From an optimization exercise on the open Yosys and OpenROAD flow, aimed at small area, a short achievable clock period and few clock cycles; shortcuts taken in it are not production practice.
Function was not checked in any run shown here: the RTL went through the layout flow alone.
Power and IR drop assume default switching activity.

[flow/flow/run.sh]
#!/bin/bash
export BUFFER_PORTS_ARGS="-buffer_cell sky130_fd_sc_hd__buf_1"
export CTS_ARGS="-sink_clustering_enable -repair_clock_nets -sink_clustering_size 16 -sink_clustering_max_diameter 60 -buf_list sky130_fd_sc_hd__clkbuf_8 -dont_use_dummy_load"
bash standard.sh > standard.log 2>&1
[flow/standard.sh]
#!/bin/bash
# synth_recipe.tcl (not shown) runs the flow's synth.tcl, then flattens the netlist and writes it again
# the make line also repeats each setting of config.mk as NAME=value (left out here)
make -C /OpenROAD-flow-scripts/flow DESIGN_CONFIG=/design/flow/config.mk WORK_HOME=/design/flow/orfs CLKGATE_MAP_FILE= SYNTH_SCRIPT=/design/flow/synth_recipe.tcl "${@:-finish}"
[flow/config.mk]
export PLATFORM = sky130hd
export DESIGN_NAME = fcb_bin
export DESIGN_NICKNAME = fcb_bin
export VERILOG_FILES = /design/flow/design.v
export SDC_FILE = /design/flow/constraint.sdc
export NUM_CORES = 4
export LEC_CHECK = 0
export CAP_MARGIN = 20
export CORE_MARGIN = 2
export CORE_UTILIZATION = 60
export CTS_BUF_LIST = sky130_fd_sc_hd__clkbuf_8
export CTS_CLUSTER_DIAMETER = 60
export CTS_CLUSTER_SIZE = 16
export SETUP_SLACK_MARGIN = 5
export SLEW_MARGIN = 20
[flow/constraint.sdc]
create_clock -name core_clock -period 8.0 [get_ports {clk}]
set_input_delay 1.6000 -clock core_clock [delete_from_list [all_inputs] [get_ports {clk}]]
set_output_delay 1.6000 -clock core_clock [all_outputs]
set_load 0.01 [all_outputs]
[flow/design.v]
module fcb_bin (
    input  wire        clk,
    input  wire        rst,
    input  wire [31:0] cfg_pre,
    input  wire [1:0]  cfg_pre_len,
    input  wire [1:0]  cfg_hdr_n,
    input  wire        cfg_hdr_be,
    input  wire [1:0]  cfg_len_idx,
    input  wire        cfg_ck_crc,
    input  wire [2:0]  cfg_ck_size,
    input  wire        cfg_ck_be,
    input  wire [15:0] cfg_qmax,
    input  wire        in_valid,
    input  wire [7:0]  in_data,
    output wire        in_ready,
    output reg         ev_valid,
    output reg  [1:0]  ev_type,
    output wire [31:0] ev_val,
    output wire [15:0] ev_calc,
    output wire [16:0] ev_len
);
    localparam [1:0] EV_MSG = 2'd0, EV_CKMIS = 2'd1, EV_LENERR = 2'd2, EV_OVF = 2'd3;
    localparam [1:0] S_SEARCH = 2'd0, S_HDR = 2'd1, S_PAY = 2'd2, S_TRL = 2'd3;
    reg [1:0]  q_k1;        
    reg [1:0]  q_n1;        
    reg [4:0]  q_kh1;       
    reg [1:0]  q_m;         
    reg        q_hbe;
    always @(posedge clk) begin
        q_m    <= cfg_hdr_n - cfg_len_idx;
        q_hbe  <= cfg_hdr_be;
        q_k1   <= cfg_pre_len;
        q_n1   <= cfg_hdr_n;
        q_kh1  <= {3'd0, cfg_pre_len} + {1'b0, cfg_hdr_n, 2'b00} + 5'd4;
    end
    reg  [7:0]  sr [0:11];     
    reg  [1:0]  st;
    reg  [16:0] len;           
    reg         emp;           
    reg  [2:0]  pm;            
    reg  [15:0] mf;            
    wire [15:0] crc = {sr[9], sr[8]};
    reg  [31:0] w;
    reg         trl_mis;       
    assign ev_val  = w;
    assign ev_calc = crc;
    assign ev_len  = len;
    function [15:0] crc_byte(input [15:0] c, input [7:0] d);
        integer b;
        reg [15:0] t;
        begin
            t = c ^ {d, 8'h00};
            for (b = 0; b < 8; b = b + 1)
                t = t[15] ? ((t << 1) ^ 16'h1021) : (t << 1);
            crc_byte = t;
        end
    endfunction
    wire [16:0] len_n = emp ? 17'd1 : len + 17'd1;
    wire        ovf   = !emp && (len[15:0] == cfg_qmax);
    reg        rdy;            
    wire       take = in_valid & rdy;
    assign in_ready = rdy;
    reg        acc;            
    reg  [3:0] eq;             
    wire [7:0] cur = sr[0];
    reg mt;
    always @(*) begin
        case (q_k1)
            2'd0: mt = eq[0];
            2'd1: mt = pm[0] & eq[1];
            2'd2: mt = pm[1] & eq[2];
            default: mt = pm[2] & eq[3];
        endcase
    end
    wire [31:0] ps = w;
    wire        ps_zero = ~|ps[30:0];
    wire        rem_one = (w[15:0] == 16'd1) && ~|w[30:16];
    wire        trl_one = (w[18:16] == 3'd1);
    wire        trl_hi  = cfg_ck_be ^ w[16];           
    wire        trl_neq = cur != (trl_hi ? crc[15:8] : crc[7:0]);
    reg hdr_done;
    always @(*) begin
        case (q_n1)
            2'd0: hdr_done = mf[3];
            2'd1: hdr_done = mf[7];
            2'd2: hdr_done = mf[11];
            default: hdr_done = mf[15];
        endcase
    end
    reg fany;
    always @(*) begin
        case (q_n1)
            2'd0: fany = mt | (|mf[2:0]);
            2'd1: fany = mt | (|mf[6:0]);
            2'd2: fany = mt | (|mf[10:0]);
            default: fany = mt | (|mf[14:0]);
        endcase
    end
    reg  [1:0]  st_n;
    reg  [16:0] len_d;
    reg         emp_d;
    reg  [2:0]  pm_d;
    reg  [15:0] mf_d;
    reg         ev_d;
    reg  [1:0]  evt_d;
    wire        hold_w = (st == S_PAY) || (st == S_TRL) || (acc && st == S_HDR && hdr_done);
    always @(*) begin
        st_n   = st;
        len_d  = len;
        emp_d  = emp;
        pm_d   = pm;
        mf_d   = mf;
        ev_d   = 1'b0;
        evt_d  = ev_type;
        if (acc) begin
            mf_d  = {mf[14:0], mt};
            pm_d  = {pm[1:0] & eq[2:1], eq[0]};
            len_d = len_n;
            emp_d = 1'b0;
            if (ovf) begin
                ev_d  = 1'b1;
                evt_d = EV_OVF;
                emp_d = 1'b1;
                pm_d  = 3'd0;
                mf_d  = 16'd0;
                st_n  = S_SEARCH;
            end else begin
                case (st)
                    S_SEARCH: if (mt) begin
                        len_d = {15'd0, q_k1} + 17'd1;
                        st_n  = S_HDR;
                    end
                    S_HDR: if (hdr_done) begin
                        if (ps[31]) begin
                            ev_d  = 1'b1;
                            evt_d = EV_LENERR;
                            if (fany) begin
                                len_d = {15'd0, q_k1} + 17'd1;
                                st_n  = S_HDR;
                            end else begin
                                len_d = {12'd0, q_kh1};
                                st_n  = S_SEARCH;
                            end
                        end else begin
                            len_d = {12'd0, q_kh1} + 17'd1;
                            if (!ps_zero)
                                st_n = S_PAY;
                            else if (cfg_ck_size != 3'd0)
                                st_n = S_TRL;
                            else begin
                                ev_d  = 1'b1;
                                evt_d = EV_MSG;
                                emp_d = 1'b1;
                                pm_d  = 3'd0;
                                mf_d  = 16'd0;
                                st_n  = S_SEARCH;
                            end
                        end
                    end
                    S_PAY: if (rem_one) begin
                        if (cfg_ck_size != 3'd0)
                            st_n = S_TRL;
                        else begin
                            ev_d  = 1'b1;
                            evt_d = EV_MSG;
                            emp_d = 1'b1;
                            pm_d  = 3'd0;
                            mf_d  = 16'd0;
                            st_n  = S_SEARCH;
                        end
                    end
                    default: if (trl_one) begin  
                        ev_d  = 1'b1;
                        evt_d = (cfg_ck_crc && (trl_mis || trl_neq)) ? EV_CKMIS : EV_MSG;
                        emp_d = 1'b1;
                        pm_d  = 3'd0;
                        mf_d  = 16'd0;
                        st_n  = S_SEARCH;
                    end
                endcase
            end
        end
    end
    reg c_done, c_other;
    always @(*) begin
        case (q_n1)
            2'd0: begin
                c_done  = mf[2] | mf[3];
                c_other = mt | mf[0] | mf[1] | (~acc & mf[2]) | (in_data == cfg_pre[8*q_k1 +: 8]);
            end
            2'd1: begin
                c_done  = mf[6] | mf[7];
                c_other = mt | (|mf[5:0]) | (~acc & mf[6]);
            end
            2'd2: begin
                c_done  = mf[10] | mf[11];
                c_other = mt | (|mf[9:0]) | (~acc & mf[10]);
            end
            default: begin
                c_done  = mf[14] | mf[15];
                c_other = mt | (|mf[13:0]) | (~acc & mf[14]);
            end
        endcase
    end
    wire stall_d = take & (st == S_HDR) & c_done & c_other;
    always @(posedge clk) begin
        if (st == S_TRL && acc)
            trl_mis <= trl_neq;
        if (acc && st == S_PAY) begin
            w[15:0] <= w[15:0] - 16'd1;
            if (rem_one)
                w[31:16] <= {13'd0, cfg_ck_size};
        end else if (acc && st == S_TRL) begin
            w[18:16] <= w[18:16] - 3'd1;
            if (trl_hi) w[15:8] <= cur;
            else        w[7:0]  <= cur;
        end else if (acc && st == S_HDR && hdr_done && !ps[31] && ps_zero)
            w[31:16] <= {13'd0, cfg_ck_size};
        else if (take && !hold_w) begin
            case (q_m)
                2'd0: w <= q_hbe ? {w[23:0], in_data} : {in_data, w[31:8]};
                2'd1: w <= q_hbe ? {w[23:0], sr[3]}   : {sr[3], w[31:8]};
                2'd2: w <= q_hbe ? {w[23:0], sr[7]}   : {sr[7], w[31:8]};
                default: w <= q_hbe ? {w[23:0], sr[11]} : {sr[11], w[31:8]};
            endcase
        end
        if (rst) begin
            st       <= S_SEARCH;
            len      <= 17'd0;
            emp      <= 1'b1;
            pm       <= 3'd0;
            mf       <= 16'd0;
            ev_valid <= 1'b0;
            rdy      <= 1'b1;
        end else begin
            st       <= st_n;
            len      <= len_d;
            emp      <= emp_d;
            pm       <= pm_d;
            mf       <= mf_d;
            ev_valid <= ev_d;
            ev_type  <= evt_d;
            rdy      <= ~stall_d;
        end
    end
    integer i;
    always @(posedge clk) begin
        acc <= take & ~rst;
        for (i = 0; i < 4; i = i + 1)
            eq[i] <= (in_data == cfg_pre[8*i +: 8]);
        if (take) begin
            sr[0] <= in_data;
            for (i = 1; i < 12; i = i + 1)
                if (i != 8 && i != 9)
                    sr[i] <= sr[i-1];
        end
        if (st == S_PAY || st == S_TRL) begin
            if (acc && st == S_PAY)
                {sr[9], sr[8]} <= crc_byte(crc, cur);
        end else if (acc && st == S_HDR && hdr_done && !ps[31])
            {sr[9], sr[8]} <= 16'h0000;
        else if (take) begin
            sr[8] <= sr[7];
            sr[9] <= sr[8];
        end
    end
endmodule
==> notes.md, run 1 <==
Sw Ratio=25.9%; Final WS setup=4.96 ns; Yosys top cell by area=edfxtp_1; r2r worst-path depth=5; number of enable flip-flop cells after synthesis=131; IO buf count=139; placed instance area=0.0103 mm²; area grow syn2layout=12.0%; worst hold stages=0; largest net degree at the start of global routing=83; Hold Violations, Final=0; final wirelength=24.9 mm; number of I/O pins=140; DRC viols=0; CTS root buf=clkbuf_8; f_max=329 MHz; WP depth=8; CP max-delay cell=nor4_2; HP Class=reg -> reg; critical path buffer and inverter count=2; WL/cell=20.9 µm; register bit count reported by yosys=187; PwrDens=173 mW/mm²; clk latency of the worst-skew pair=0.49 ns; sequential power share=62.0%; max incr delay on CP=0.39 ns; fin crit share=37.9%; Max VDD drop=0.000189 V; TritonRoute pass-1 iters=5; Initial Utilization=61.0%; Commonest cells post-synth=edfxtp_1 (131), xor2_1 (61), nor2_1 (60); RSZ-0062 raised after global routing=true; Worst setup SP type=input pin; vias in the first global route=7117; HPWL after DPL=17.5 mm; share of post-route cells with drive strength above 1=8.74%; ys async rst share=0%; TritonCTS clock tree=built; ANT cells=0; Nets=1063; top-area cell type share of the netlist area=40.9%; clk buf depth=2; leakage power=3.74 nW; status=finished clean; clk sink count=187; Synth Area per Inst=11.3 µm²; synth warn=2; non-filler cells, final=1188; fin area=0.0108 mm²; Crit Path Class=in -> reg; largest cells by area after synthesis=edfxtp_1 (41%), dfxtp_1 (12%), xor2_1 (5.6%), mux2i_1 (3.8%), xnor2_1 (3.4%); worst path cell trace=buf_1 -> xor2_1 -> nor4_2 -> nand3_2 -> buf_4 -> o21ai_4 -> o21ai_0 -> a31oi_1; R2R setup slack=5.06 ns; total grt overflow=0; Worst Max-Slew Pin Slew=1.00 ns; Iter 0 DRT Violations=642; Post-Syn Area=0.00962 mm²; post-synth net total=939; Fin Setup TNS=0 ns; Placed Cells=1160; endpoints failing setup=0; Primary FF master, synth=edfxtp_1; Final Skew=0.0494 ns; Seq/Total Area, Yosys=52.5%; # rows=46; first-pass GRT wire length=37.6 mm; initial antenna violation count=0; # hold bufs at CTS=0; pre-CTS setup slack=3.89 ns; GP Congestion=0.884; WP data arrival=3.39 ns; vias=7432; Slew HR=33.1%; top-count cell post-synth=edfxtp_1; synth unique cells=66; final-report max-slew violation count=0; Die X=131 µm; clock share of power=25.4%; total track usage=29.2%; Psw=0.484 mW; Num CTS Buffers=17; htree depth=4; antenna viol nets, final=0; core area=0.0158 mm²; cell family with most CP delay=compound AO/OA/AOI/OAI gates; Clock Pin Slew Worst Setup and Hold Paths=0.12 ns; crit path capture type=flip-flop; Final Power=1.87 mW; maximum capacitance violations=0; CP max FO=11; die area=0.0171 mm²; power share of the combinational group=12.6%; chip height=131 µm; Cells after Synth=850; Power Internal=1.38 mW; crit path time final=3.04 ns; Vias/cell=6.26; Required @ worst endpoint=8.35 ns
-- final cells by class --
class | count | area [µm²]
fillers | 1228 | 5000
flip-flops and latches | 187 | 5060
well taps | 216 | 270
clock buffers | 17 | 234
inverters | 27 | 101
repair buffers | 154 | 677
multi-input cells | 587 | 4430
-- placed cells by master, fill, tap and decap left out, drive strengths merged, types with 5 or more instances in the layout --
cell type and count:
dfxtp 56, buf 153, a21oi 33, edfxtp 131, ha 18, nor4 16
xor2 61, nor2 60, nand3b 6, and3 6, nor2b 6, inv 27
a22oi 9, mux2i 37, nor3 14, nand4 10, o221ai 8, o21ai 36
a21o 7, mux4 11, or3 7, o211ai 6, a311oi 6, nand2b 12
and2 5, nand2 48, clkbuf 18, nand3 27, xnor2 37, a31oi 24
a22o 19
-- per-stage QoR --
step / hold slack [ns] / util, %
2_1_floorplan: 0.400 / -
3_3_place_gp: 0.402 / 65.4
3_5_place_dp: 0.405 / 65.4
4_1_cts: 0.421 / 67.4
5_1_grt: 0.430 / 68.3
6_report: 0.414 / 68.3
-- cells by family after synthesis --
group | share of synthesized area, %
AO/OA/AOI/OAI | 13.9
XOR/XNOR | 8.92
adder cells (fa/ha/maj) | 2.34
buffers and inverters | 3.06
flip-flops | 52.5
multiplexers | 6.66
AND/OR/NAND/NOR | 12.6
-- flip-flops by register name (all words and copies together), names as in the netlist, 2 cells and up --
register,count
sr,96
w,32
len,17
mf,16
q_kh1,5
eq,4
pm,3
ev_type,2
q_m,2
q_n1,2
st,2
-- layer usage --
| metal | track usage (%) | share of wire, % |
|---|---|---|
| met5 | 0 | 0 |
| met4 | 10.6 | 2.4 |
| met3 | 6.27 | 6.1 |
| met2 | 48.4 | 50 |
| met1 | 38.2 | 42 |
-- power groups by stage --
stage	clock network [mW]	registers, mW	logic (mW)
after floorplan	0	1.16	0.157
after global placement	0	1.18	0.222
after detailed placement	0	1.18	0.227
after CTS	0.481	1.16	0.232
after global routing	0.513	1.16	0.258
final	0.474	1.16	0.235
-- repair_timing --
| item | in CTS | in global routing |
|---|---|---|
| cloned | 0 | 0 |
| pin swaps | 1 | 6 |
| endpoints found under the setup margin | 76 | 70 |
| gates resized for setup | 15 | 15 |
| buffers inserted | 2 | 9 |
| hold endpoints to repair | 0 | 0 |
-- path summary, 6_finish.rpt --
| path | to | from |
|---|---|---|
| setup / recovery | len[6] | cfg_qmax[11] |
| setup reg to reg | w[7] | q_n1[0] |
| hold reg to reg | sr[2][3] | sr[1][3] |
| hold / removal | sr[2][3] | sr[1][3] |
==> inputs of run 2 (changes only) <==
--- a/flow/design.v
+++ b/flow/design.v
@@ -26,7 +26,11 @@
     reg [4:0]  q_kh1;       
     reg [1:0]  q_m;         
     reg        q_hbe;
+    reg        q_cnz;       
+    reg        q_cbe;
     always @(posedge clk) begin
+        q_cbe  <= cfg_ck_be;
+        q_cnz  <= cfg_ck_size != 3'd0;
         q_m    <= cfg_hdr_n - cfg_len_idx;
         q_hbe  <= cfg_hdr_be;
         q_k1   <= cfg_pre_len;
@@ -76,7 +80,7 @@
     wire        ps_zero = ~|ps[30:0];
     wire        rem_one = (w[15:0] == 16'd1) && ~|w[30:16];
     wire        trl_one = (w[18:16] == 3'd1);
-    wire        trl_hi  = cfg_ck_be ^ w[16];           
+    wire        trl_hi  = q_cbe ^ w[16];           
     wire        trl_neq = cur != (trl_hi ? crc[15:8] : crc[7:0]);
     reg hdr_done;
     always @(*) begin
@@ -145,7 +149,7 @@
                             len_d = {12'd0, q_kh1} + 17'd1;
                             if (!ps_zero)
                                 st_n = S_PAY;
-                            else if (cfg_ck_size != 3'd0)
+                            else if (q_cnz)
                                 st_n = S_TRL;
                             else begin
                                 ev_d  = 1'b1;
@@ -158,7 +162,7 @@
                         end
                     end
                     S_PAY: if (rem_one) begin
-                        if (cfg_ck_size != 3'd0)
+                        if (q_cnz)
                             st_n = S_TRL;
                         else begin
                             ev_d  = 1'b1;
==> notes.md, run 2 <==
# rows=45 (-2.2%); Seq/Total Area, Yosys=54.3% (+1.7 points); antenna viol nets, final=0 (unchanged); DRC viols=0 (unchanged); TritonCTS clock tree=built; Iter 0 DRT Violations=686 (+6.9%); Commonest cells post-synth=edfxtp_1 (131), nor2_1 (79), dfxtp_1 (58); Yosys top cell by area=edfxtp_1; f_max=305 MHz (-7.5%); sequential cell area=0.00510 mm² (+0.79%); HPWL after DPL=17.6 mm (+0.19%); vias=7241 (-2.6%); non-filler cells, final=1172 (-1.3%); Max VDD drop=0.000212 V (+12%); Primary FF master, synth=edfxtp_1; fin area=0.0108 mm² (about the same); worst path cell trace=buf_12 -> xor2_2 -> nor4_2 -> nand3_1 -> mux4_2 -> or3_4 -> a32oi_2 -> o2111ai_1; Post-Syn Area=0.00939 mm² (-2.4%); first-pass GRT wire length=37.5 mm (-0.13%); Required @ worst endpoint=8.33 ns (-0.02 ns); total track usage=29.9% (+0.71 points); Vias/cell=6.18 (-1.2%); R2R setup slack=5.08 ns (+0.02 ns); RSZ-0062 raised after global routing=true; final wirelength=24.5 mm (-1.3%); number of I/O pins=140 (unchanged); Nets=1052 (-1.0%); ANT cells=0 (unchanged); Clock Pin Slew Worst Setup and Hold Paths=0.09 ns (-0.03 ns); synth unique cells=70 (+6.1%); Slew HR=31.4% (-1.7 points); Largest regs=sr x96, w x32, len x17; HP Class=reg -> reg; post-route core utilization=70.6% (+2.3 points); WL/cell=20.9 µm (about the same); die area=0.0167 mm² (-2.4%); total grt overflow=0 (unchanged); r2r worst-path depth=9 (+4); Final WS setup=4.72 ns (-0.246 ns); multi-input logic area=0.00424 mm² (-4.3%); Final Power=1.92 mW (+2.8%); final-report max-slew violation count=0 (unchanged); post-synth net total=903 (-3.8%); worst hold stages=0 (unchanged); crit path time final=3.28 ns (+0.246 ns); TritonRoute pass-1 iters=6 (+1); Synth Area per Inst=11.5 µm² (+1.9%); Die X=129 µm (-1.2%); largest reg by FF count=sr; Largest register FFs=96 (unchanged); ys async rst share=0% (unchanged); endpoints failing setup=0 (unchanged); max incr delay on CP=0.47 ns (+0.08 ns); share of post-route cells with drive strength above 1=11.6% (+2.8 points); htree depth=4 (unchanged); top-area cell type share of the netlist area=41.9% (+1.0 points); initial antenna violation count=0 (unchanged); CP max FO=6 (-5); area grow syn2layout=14.7%; vias in the first global route=6807 (-4.4%); crit path capture type=flip-flop; Cells after Synth=814 (-4.2%); most frequent cells in the layout=edfxtp_1 (131), buf_1 (131), nor2_1 (76); Hold Violations, Final=0 (unchanged); CTS root buf=clkbuf_8; Initial Utilization=61.5% (+0.50 points); top-count cell post-synth=edfxtp_1; placed instance area=0.0101 mm² (-2.1%); register bit count reported by yosys=189 (+1.1%); WP data arrival=3.61 ns (+0.22 ns); core area=0.0153 mm² (-3.2%); Fin Setup TNS=0 ns (unchanged); Layout fillers=1144 (-6.8%); Num CTS Buffers=17 (unchanged); Final Skew=0.0461 ns (-0.00326 ns); chip height=129 µm (-1.2%); Worst setup SP type=input pin; IO buf count=139 (unchanged); CP max-delay cell=mux4_2; GP Congestion=0.934 (+5.6%); clk latency of the worst-skew pair=0.48 ns (about the same); Worst Max-Slew Pin Slew=1.02 ns (+0.0208 ns); synth warn=2 (unchanged); clk buf depth=2 (unchanged); largest cells by area after synthesis=edfxtp_1 (42%), dfxtp_1 (12%), xnor2_1 (5.1%), xor2_1 (4.6%), mux2i_1 (3.6%); clk sink count=189 (+1.1%); Placed Cells=1130 (-2.6%); worst hold slack=0.405 ns (-0.00907 ns); leakage power=3.75 nW (+0.36%); maximum capacitance violations=0 (unchanged); largest net degree at the start of global routing=82 (-1.2%); status=finished clean; Crit Path Class=in -> reg; fin crit share=41.0% (+3.1 points); pre-CTS setup slack=4.00 ns (+0.115 ns); PwrDens=178 mW/mm² (+2.8%); number of enable flip-flop cells after synthesis=131 (unchanged)
## run 2: cell type report
cell class,count,share of cell area (%)
timing repair buffer,168,7.94
sequential,189,47.3
inverter,20,0.732
clock buffer,17,2.17
tap,211,2.45
multi-input combinational,567,39.4
## run 2: logic make-up after synthesis
| kind of cell | share of synthesized area [%] |
|---|---|
| compound gates | 11.9 |
| xor+xnor | 9.71 |
| fa+ha+maj | 2.40 |
| buf+inv | 2.43 |
| flops | 54.3 |
| mux | 6.87 |
| simple gates | 12.4 |
## run 2: path summary, 6_finish.rpt
| check | from | to |
|---|---|---|
| max | in_data[2] | rdy |
| max reg2reg | q_kh1[0] | len[2] |
| min | sr[4][0] | sr[5][0] |
| min reg2reg | sr[4][0] | sr[5][0] |
## run 2: what timing repair did
item / in CTS / in global routing
gates resized for setup: 31 / 27
pin swaps: 13 / 10
setup buffers: 15 / 10
hold buffers: 0 / 0
endpoints found under the setup margin: 31 / 67
gates cloned: 0 / 0
endpoints found under the hold margin: 0 / 0
## run 2: where the power goes
group          switching [mW]  internal (mW)
clock                   0.291          0.188
combinational           0.153          0.118
sequential             0.0622           1.11
total                   0.506           1.41
## run 2: metal layers
metal,vias to the layer above,part of all wire [%],GRT usage [%]
met2,376,46,45.3
met4,0,2.6,9.91
met1,3507,44,43.0
met3,46,8.3,7.06
li1,3312,-,-
met5,-,0,0
## run 2: worst max-delay path: cells and delay by family
kind | cells | cell delay [ns]
buffers and inverters | 1 | 0.12
AO/OA/AOI/OAI | 2 | 0.37
AND/OR/NAND/NOR | 3 | 0.87
multiplexers | 1 | 0.47
XOR/XNOR | 1 | 0.18
==> inputs of run 3 (changes only) <==
--- a/flow/design.v
+++ b/flow/design.v
@@ -26,11 +26,7 @@
     reg [4:0]  q_kh1;       
     reg [1:0]  q_m;         
     reg        q_hbe;
-    reg        q_cnz;       
-    reg        q_cbe;
     always @(posedge clk) begin
-        q_cbe  <= cfg_ck_be;
-        q_cnz  <= cfg_ck_size != 3'd0;
         q_m    <= cfg_hdr_n - cfg_len_idx;
         q_hbe  <= cfg_hdr_be;
         q_k1   <= cfg_pre_len;
@@ -66,6 +62,8 @@
     assign in_ready = rdy;
     reg        acc;            
     reg  [3:0] eq;             
+    wire [3:0] eq_in = {in_data == cfg_pre[31:24], in_data == cfg_pre[23:16],
+                        in_data == cfg_pre[15:8],  in_data == cfg_pre[7:0]};
     wire [7:0] cur = sr[0];
     reg mt;
     always @(*) begin
@@ -80,7 +78,7 @@
     wire        ps_zero = ~|ps[30:0];
     wire        rem_one = (w[15:0] == 16'd1) && ~|w[30:16];
     wire        trl_one = (w[18:16] == 3'd1);
-    wire        trl_hi  = q_cbe ^ w[16];           
+    wire        trl_hi  = cfg_ck_be ^ w[16];           
     wire        trl_neq = cur != (trl_hi ? crc[15:8] : crc[7:0]);
     reg hdr_done;
     always @(*) begin
@@ -107,7 +105,7 @@
     reg  [15:0] mf_d;
     reg         ev_d;
     reg  [1:0]  evt_d;
-    wire        hold_w = (st == S_PAY) || (st == S_TRL) || (acc && st == S_HDR && hdr_done);
+    reg         hold_w;        
     always @(*) begin
         st_n   = st;
         len_d  = len;
@@ -116,6 +114,7 @@
         mf_d   = mf;
         ev_d   = 1'b0;
         evt_d  = ev_type;
+        hold_w = (st == S_PAY) || (st == S_TRL);
         if (acc) begin
             mf_d  = {mf[14:0], mt};
             pm_d  = {pm[1:0] & eq[2:1], eq[0]};
@@ -128,6 +127,8 @@
                 pm_d  = 3'd0;
                 mf_d  = 16'd0;
                 st_n  = S_SEARCH;
+                if (st == S_HDR && hdr_done)
+                    hold_w = 1'b1;
             end else begin
                 case (st)
                     S_SEARCH: if (mt) begin
@@ -135,11 +136,12 @@
                         st_n  = S_HDR;
                     end
                     S_HDR: if (hdr_done) begin
+                        hold_w = 1'b1;
                         if (ps[31]) begin
                             ev_d  = 1'b1;
                             evt_d = EV_LENERR;
                             if (fany) begin
-                                len_d = {15'd0, q_k1} + 17'd1;
+                                len_d = 17'd0;
                                 st_n  = S_HDR;
                             end else begin
                                 len_d = {12'd0, q_kh1};
@@ -149,7 +151,7 @@
                             len_d = {12'd0, q_kh1} + 17'd1;
                             if (!ps_zero)
                                 st_n = S_PAY;
-                            else if (q_cnz)
+                            else if (cfg_ck_size != 3'd0)
                                 st_n = S_TRL;
                             else begin
                                 ev_d  = 1'b1;
@@ -162,7 +164,7 @@
                         end
                     end
                     S_PAY: if (rem_one) begin
-                        if (q_cnz)
+                        if (cfg_ck_size != 3'd0)
                             st_n = S_TRL;
                         else begin
                             ev_d  = 1'b1;
@@ -190,7 +192,7 @@
         case (q_n1)
             2'd0: begin
                 c_done  = mf[2] | mf[3];
-                c_other = mt | mf[0] | mf[1] | (~acc & mf[2]) | (in_data == cfg_pre[8*q_k1 +: 8]);
+                c_other = mt | mf[0] | mf[1] | (~acc & mf[2]) | eq_in[q_k1];
             end
             2'd1: begin
                 c_done  = mf[6] | mf[7];
@@ -218,7 +220,7 @@
             w[18:16] <= w[18:16] - 3'd1;
             if (trl_hi) w[15:8] <= cur;
             else        w[7:0]  <= cur;
-        end else if (acc && st == S_HDR && hdr_done && !ps[31] && ps_zero)
+        end else if (acc && st == S_HDR && hdr_done && !ovf && !ps[31] && ps_zero)
             w[31:16] <= {13'd0, cfg_ck_size};
         else if (take && !hold_w) begin
             case (q_m)
@@ -251,7 +253,7 @@
     always @(posedge clk) begin
         acc <= take & ~rst;
         for (i = 0; i < 4; i = i + 1)
-            eq[i] <= (in_data == cfg_pre[8*i +: 8]);
+            eq[i] <= eq_in[i];
         if (take) begin
             sr[0] <= in_data;
             for (i = 1; i < 12; i = i + 1)
==> notes.md, run 3 <==
status=finished clean; CP Capture Point=mf[6]; antenna viol nets, final=0 (unchanged); area grow syn2layout=13.6%; top-count cell post-synth=edfxtp_1; Initial Utilization=61.6% (about the same); worst path cell trace=or4_1 -> or4_4 -> o41a_1 -> or3_4 -> o2111a_2 -> a22o_1; Layout fillers=1134 (-0.87%); CTS root buf=clkbuf_8; crit path capture type=flip-flop; WL/cell=21.7 µm (+3.8%); clk buf depth=2 (unchanged); number of I/O pins=140 (unchanged); Largest regs=sr x96, w x32, len x17; DRC viols=0 (unchanged); Crit Path Class=reg -> reg; vias in the first global route=7230 (+6.2%); first-pass GRT wire length=38.9 mm (+3.7%); clk sink count=187 (-1.1%); Vias/cell=6.39 (+3.5%); r2r worst-path depth=6 (-3); total grt overflow=0 (unchanged); Slew HR=24.3% (-7.1 points); Clock Pin Slew Worst Setup and Hold Paths=0.10 ns (about the same); chip height=129 µm (-0.14%); Worst setup SP type=flip-flop; top-area cell type share of the netlist area=42.0% (+0.12 points); Cells after Synth=831 (+2.1%); core area=0.0152 mm² (-0.37%); endpoints failing setup=0 (unchanged); Required @ worst endpoint=8.33 ns (about the same); IO buf count=139 (unchanged); Fin Setup TNS=0 ns (unchanged); TritonRoute pass-1 iters=5 (-1); clk latency of the worst-skew pair=0.48 ns (about the same); Post-Syn Area=0.00936 mm² (-0.28%); commonest non-fill, non-tap cell in the layout=buf_1; crit path time final=3.03 ns (-0.249 ns); post-synth net total=920 (+1.9%); worst r2r src=w[20]; fin crit share=37.9% (-3.1 points); final-report max-slew violation count=0 (unchanged); Yosys top cell by area=edfxtp_1; Primary FF master, synth=edfxtp_1; htree depth=4 (unchanged); post-route core utilization=69.9% (-0.64 points); CP max FO=5 (-1); synth warn=2 (unchanged); worst hold start=sr[10][6]; Hold Violations, Final=0 (unchanged); Num CTS Buffers=17 (unchanged); ANT cells=0 (unchanged); R2R setup slack=4.97 ns (-0.11 ns); largest reg by FF count=sr; TritonCTS clock tree=built; Final Power=1.92 mW (about the same); GP Congestion=0.911 (-2.4%); Largest register FFs=96 (unchanged); CP max-delay cell=or4_1; largest net degree at the start of global routing=85 (+3.7%); leakage power=3.62 nW (-3.6%); register bit count reported by yosys=187 (-1.1%); final wirelength=25.1 mm (+2.1%); Seq/Total Area, Yosys=54.0% (-0.28 points); HP Class=reg -> reg; Max VDD drop=0.000138 V (-35%); number of enable flip-flop cells after synthesis=131 (unchanged); die area=0.0166 mm² (-0.27%); PwrDens=180 mW/mm² (+1.2%); initial antenna violation count=0 (unchanged); largest cells by area after synthesis=edfxtp_1 (42%), dfxtp_1 (12%), xnor2_1 (7.2%), mux2i_1 (3.5%), nor2_1 (2.6%); RSZ-0062 raised after global routing=true; synth unique cells=64 (-8.6%); timing startpoint of the critical path=w[20]; most frequent cells in the layout=buf_1 (133), edfxtp_1 (131), xnor2_1 (71); # rows=45 (unchanged); ys async rst share=0% (unchanged); HPWL after DPL=17.1 mm (-2.7%); maximum capacitance violations=0 (unchanged); total track usage=30.9% (+1.0 points); Worst Max-Slew Pin Slew=1.14 ns (+0.112 ns); worst hold slack=0.408 ns (+0.00260 ns); Nets=1056 (+0.38%); Die X=129 µm (-0.14%); max incr delay on CP=0.55 ns (+0.08 ns); Iter 0 DRT Violations=765 (+12%); WP data arrival=3.36 ns (-0.25 ns); multi-input logic area=0.00430 mm² (+1.4%); Commonest cells post-synth=edfxtp_1 (131), xnor2_1 (77), nor2_1 (65); worst r2r dst=mf[6]; vias=7370 (+1.8%); f_max=330 MHz (+8.2%); # hold bufs at CTS=0 (unchanged); share of post-route cells with drive strength above 1=10.6% (-0.98 points); sequential cell area=0.00506 mm² (-0.79%); Synth Area per Inst=11.3 µm² (-2.3%); Final Skew=0.0405 ns (-0.00563 ns)
-- run 3: repair_timing --
item,in CTS,in global routing
setup buffers,17,2
cloned,4,0
setup endpoints to repair,104,81
gates resized for setup,18,16
pin swaps,6,4
-- run 3: stage by stage --
stage          cells  setup slack [ns]  instance area [µm²]
3_5_place_dp    1113              4.06                10100
2_1_floorplan    831              4.83                 9540
3_3_place_gp    1113              4.15                10100
6_report        1153              4.97                10600
5_1_grt         1153              4.91                10600
4_1_cts         1151              4.99                10600
-- run 3: how the worst min path moves through the flow --
| stage | cells past startpoint | to | slack, ns |
|---|---|---|---|
| 2_1_floorplan | 0 | sr[11][0] | 0.40 |
| 3_3_place_gp | 0 | sr[2][7] | 0.40 |
| 3_5_place_dp | 0 | sr[11][6] | 0.40 |
| 4_1_cts | 0 | sr[11][6] | 0.41 |
| 5_1_grt | 0 | sr[11][6] | 0.41 |
| 6_report | 0 | sr[11][6] | 0.41 |
-- run 3: area by class of cell --
type	count	share of cell area, %
clock buffer	17	2.20
inverter	26	0.918
multi-input combinational	575	40.4
sequential	187	47.6
tap	188	2.21
timing repair buffer	160	6.67
-- run 3: logic make-up (layout without fill, tap and decap cells) --
family | Yosys count | in the layout | synth area share, %
buffers and inverters | 73 | 203 | 3.14
adder cells (fa/ha/maj) | 18 | 18 | 2.41
multiplexers | 44 | 44 | 6.06
XOR/XNOR | 93 | 93 | 8.70
flip-flops | 187 | 187 | 54.0
AND/OR/NAND/NOR | 245 | 245 | 13.0
AO/OA/AOI/OAI | 171 | 175 | 12.7
-- run 3: critical path, delay by kind of cell (launching register included) --
| family | cells | cell delay [ns] |
|---|---|---|
| compound gates | 3 | 1.01 |
| flops | 1 | 0.40 |
| simple gates | 3 | 1.48 |
-- run 3: power by group --
| group | total (mW) | internal [mW] | switching [mW] |
|---|---|---|---|
| combinational | 0.277 | 0.119 | 0.158 |
| sequential | 1.16 | 1.10 | 0.0605 |
| clock | 0.478 | 0.188 | 0.290 |
| total | 1.92 | 1.41 | 0.509 |
-- run 3: metal layers --
metal / part of all wire (%) / global-route usage (%) / vias up
met3: 6.6 / 7.28 / 61
met5: 0 / 0 / -
met2: 51 / 52.6 / 329
li1: - / - / 3389
met1: 40 / 38.6 / 3591
met4: 2.7 / 11.9 / 0
==> inputs of run 4 (changes only) <==
--- a/flow/design.v
+++ b/flow/design.v
@@ -23,7 +23,6 @@
     localparam [1:0] S_SEARCH = 2'd0, S_HDR = 2'd1, S_PAY = 2'd2, S_TRL = 2'd3;
     reg [1:0]  q_k1;        
     reg [1:0]  q_n1;        
-    reg [4:0]  q_kh1;       
     reg [1:0]  q_m;         
     reg        q_hbe;
     always @(posedge clk) begin
@@ -31,8 +30,8 @@
         q_hbe  <= cfg_hdr_be;
         q_k1   <= cfg_pre_len;
         q_n1   <= cfg_hdr_n;
-        q_kh1  <= {3'd0, cfg_pre_len} + {1'b0, cfg_hdr_n, 2'b00} + 5'd4;
-    end
+    end
+    wire [4:0] q_kh1 = {{1'b0, q_n1} + 3'd1, q_k1};    
     reg  [7:0]  sr [0:11];     
     reg  [1:0]  st;
     reg  [16:0] len;           
==> notes.md, run 4 <==
Worst Max-Slew Pin Slew=0.968 ns (-0.168 ns); number of I/O pins=140 (unchanged); Slew HR=35.5% (+11 points); clk sink count=184 (-1.6%); area grow syn2layout=15.1%; HP Class=reg -> reg; ys async rst share=0% (unchanged); Crit Path Class=in -> reg; Commonest cells post-synth=edfxtp_1 (131), nor2_1 (73), xnor2_1 (65); largest net degree at the start of global routing=82 (-3.5%); crit path time final=3.15 ns (+0.122 ns); initial antenna violation count=0 (unchanged); maximum capacitance violations=0 (unchanged); top-area cell type share of the netlist area=42.4% (+0.36 points); Iter 0 DRT Violations=654 (-15%); multi-input logic area=0.00426 mm² (-0.93%); IO buf count=139 (unchanged); top-count cell post-synth=edfxtp_1; sequential power share=61.1% (+0.5 points); commonest non-fill, non-tap cell in the layout=buf_1; placed instance area=0.0100 mm² (-0.52%); HPWL after DPL=16.9 mm (-1.3%); TritonRoute pass-1 iters=5 (unchanged); clk buf depth=2 (unchanged); fin area=0.0107 mm² (+0.44%); ANT cells=0 (unchanged); total track usage=30.1% (-0.84 points); Sw Ratio=26.1% (-0.49 points); Primary FF master, synth=edfxtp_1; R2R setup slack=4.88 ns (-0.09 ns); endpoints failing setup=0 (unchanged); Placed Cells=1109 (-0.36%); register bit count reported by yosys=184 (-1.6%); clk latency of the worst-skew pair=0.47 ns (about the same); Cells after Synth=817 (-1.7%); Post-Syn Area=0.00928 mm² (-0.86%); Final Skew=0.0313 ns (-0.00915 ns); first-pass GRT wire length=37.7 mm (-3.0%); vias in the first global route=7060 (-2.4%); Power Internal=1.38 mW (-2.2%); Synth Area per Inst=11.4 µm² (+0.84%); final wirelength=24.6 mm (-1.9%); CTS root buf=clkbuf_8; GP Congestion=0.926 (+1.6%); Fin Setup TNS=0 ns (unchanged); PwrDens=174 mW/mm² (-3.3%); post-synth net total=910 (-1.1%); Die X=128 µm (-0.42%); RSZ-0062 raised after global routing=true; TritonCTS clock tree=built; vias=7375 (+0.068%); Hold Violations, Final=0 (unchanged); final-report max-slew violation count=0 (unchanged); Num CTS Buffers=17 (unchanged); # rows=45 (unchanged); Worst setup SP type=input pin; share of post-route cells with drive strength above 1=11.3% (+0.77 points); Largest regs=sr x96, w x32, len x17; largest reg by FF count=sr; fin crit share=39.4% (+1.5 points); synth unique cells=63 (-1.6%); Psw=0.485 mW (-4.7%); largest cells by area after synthesis=edfxtp_1 (42%), dfxtp_1 (11%), xnor2_1 (6.1%), mux2i_1 (3.6%), ha_1 (3.0%); non-filler cells, final=1158 (+0.43%); CP max FO=5 (unchanged); WP data arrival=3.49 ns (+0.13 ns); Yosys top cell by area=edfxtp_1; Vias/cell=6.37 (-0.36%); most frequent cells in the layout=buf_1 (136), edfxtp_1 (131), nor2_1 (69); core area=0.0151 mm² (-0.37%); DRC viols=0 (unchanged); Largest register FFs=96 (unchanged); htree depth=4 (unchanged); chip height=128 µm (-0.42%); total grt overflow=0 (unchanged); crit path capture type=flip-flop; Required @ worst endpoint=8.33 ns (about the same); Seq/Total Area, Yosys=53.8% (-0.18 points); Initial Utilization=61.3% (-0.30 points); worst hold slack=0.413 ns (+0.00456 ns); number of enable flip-flop cells after synthesis=131 (unchanged); sequential cell area=0.00500 mm² (-1.2%); Max VDD drop=0.000151 V (+9.4%); antenna viol nets, final=0 (unchanged); Layout fillers=1106 (-2.5%); WL/cell=21.2 µm (-2.4%); die area=0.0165 mm² (-0.84%); f_max=317 MHz (-3.9%); power share of the combinational group=13.3% (-1.1 points); synth warn=2 (unchanged); leakage power=3.72 nW (+2.6%); Nets=1065 (+0.85%); clock share of power=25.6% (+0.7 points); status=finished clean; Clock Pin Slew Worst Setup and Hold Paths=0.10 ns (about the same)
[run 4: metal layers]
| layer | routed length, µm | GRT usage, % |
|---|---|---|
| met5 | 0 | 0 |
| met1 | 9960 | 38.4 |
| met3 | 1470 | 5.03 |
| met2 | 12500 | 51.6 |
| met4 | 617 | 12.2 |
[run 4: cell type report]
class | count | share of cell area, %
Sequential cell | 184 | 46.8
Multi-Input combinational cell | 572 | 39.9
Timing Repair Buffer | 173 | 8.04
Tap cell | 188 | 2.20
Clock buffer | 17 | 2.19
Inverter | 24 | 0.891
[run 4: worst max-delay path, cell delays in order]
cell,delay (ns)
buf_8,0.10
or3_4,0.42
or4_4,0.54
a2111oi_4,0.32
buf_6,0.19
nor3b_4,0.07
a22o_1,0.24
[run 4: kinds of logic (layout without fill, tap and decap cells)]
kind of cell    Yosys count  count (layout)  synth area share [%]
simple gates            247             249                  13.3
flops                   184             184                  53.8
compound gates          160             161                  12.2
xor+xnor                 95              95                  8.97
buf+inv                  64             214                  2.68
mux                      45              45                  6.11
fa+ha+maj                22              22                  2.97
[run 4: path summary, 6_finish.rpt]
check | startpoint | end | cells past startpoint
max | cfg_ck_size[1] | mf[15] | 7
min | sr[10][3] | sr[11][3] | 0
max reg2reg | w[11] | mf[15] | 8
min reg2reg | sr[10][3] | sr[11][3] | 0
[run 4: what timing repair did]
| item | in CTS | in global routing |
|---|---|---|
| setup endpoints to repair | 82 | 85 |
| cloned | 3 | 1 |
| hold buffers | 0 | 0 |
| pin swaps | 35 | 17 |
| buffers inserted | 20 | 8 |
| resized for setup | 18 | 16 |
[run 4: through the flow]
stage / power [mW] / utilization [%] / setup WS (ns)
floorplan: 1.30 / - / 4.63
global placement: 1.38 / 66.2 / 3.91
detailed placement: 1.39 / 66.2 / 3.85
CTS: 1.86 / 69.4 / 4.83
global route: 1.93 / 70.5 / 4.81
finish: 1.86 / 70.5 / 4.85
[run 4: power groups by stage]
stage | Sequential [mW] | Clock (mW) | Combinational, mW
floorplan | 1.14 | 0 | 0.156
global placement | 1.16 | 0 | 0.218
detailed placement | 1.16 | 0 | 0.223
CTS | 1.14 | 0.482 | 0.240
global route | 1.14 | 0.515 | 0.268
finish | 1.14 | 0.477 | 0.247

-- port drivers added, routing unchanged --
The flow's constraints put no driver on any port. The routed layouts listed below were extracted and timed again, unchanged, in two steps. Step 1 sets driving cells, clkbuf_16 on the clock port and buf_2 on the other inputs (assumed; they add their load-dependent delay and slew). Step 2 adds t to the input delays and takes it off the output delays; t is the mean of the earliest and latest rising clock arrival at the registers after step 1. Input paths then give back, and output paths get back, about the clock's delay inside the block. Slacks: ideal / step 1 / step 2; pairs: ideal / step 1.
run | t (ns) | setup slack, ns | worst setup path at the end | slew at the worst register clock pin (ns)
run 1 | 0.502 | 4.965 / 4.982 / 4.479 | input to register | 0.12 / 0.12
run 2 | 0.502 | 4.718 / 4.690 / 4.189 | input to register | 0.12 / 0.12
run 3 | 0.497 | 4.968 / 4.968 / 4.502 | input to register | 0.10 / 0.10
run 4 | 0.497 | 4.846 / 4.842 / 4.344 | input to register | 0.10 / 0.10
After both steps every run listed still meets setup and hold. The setup slack of run 2, which loses most, moves by -0.028 ns with the drivers and by -0.529 ns with both steps.
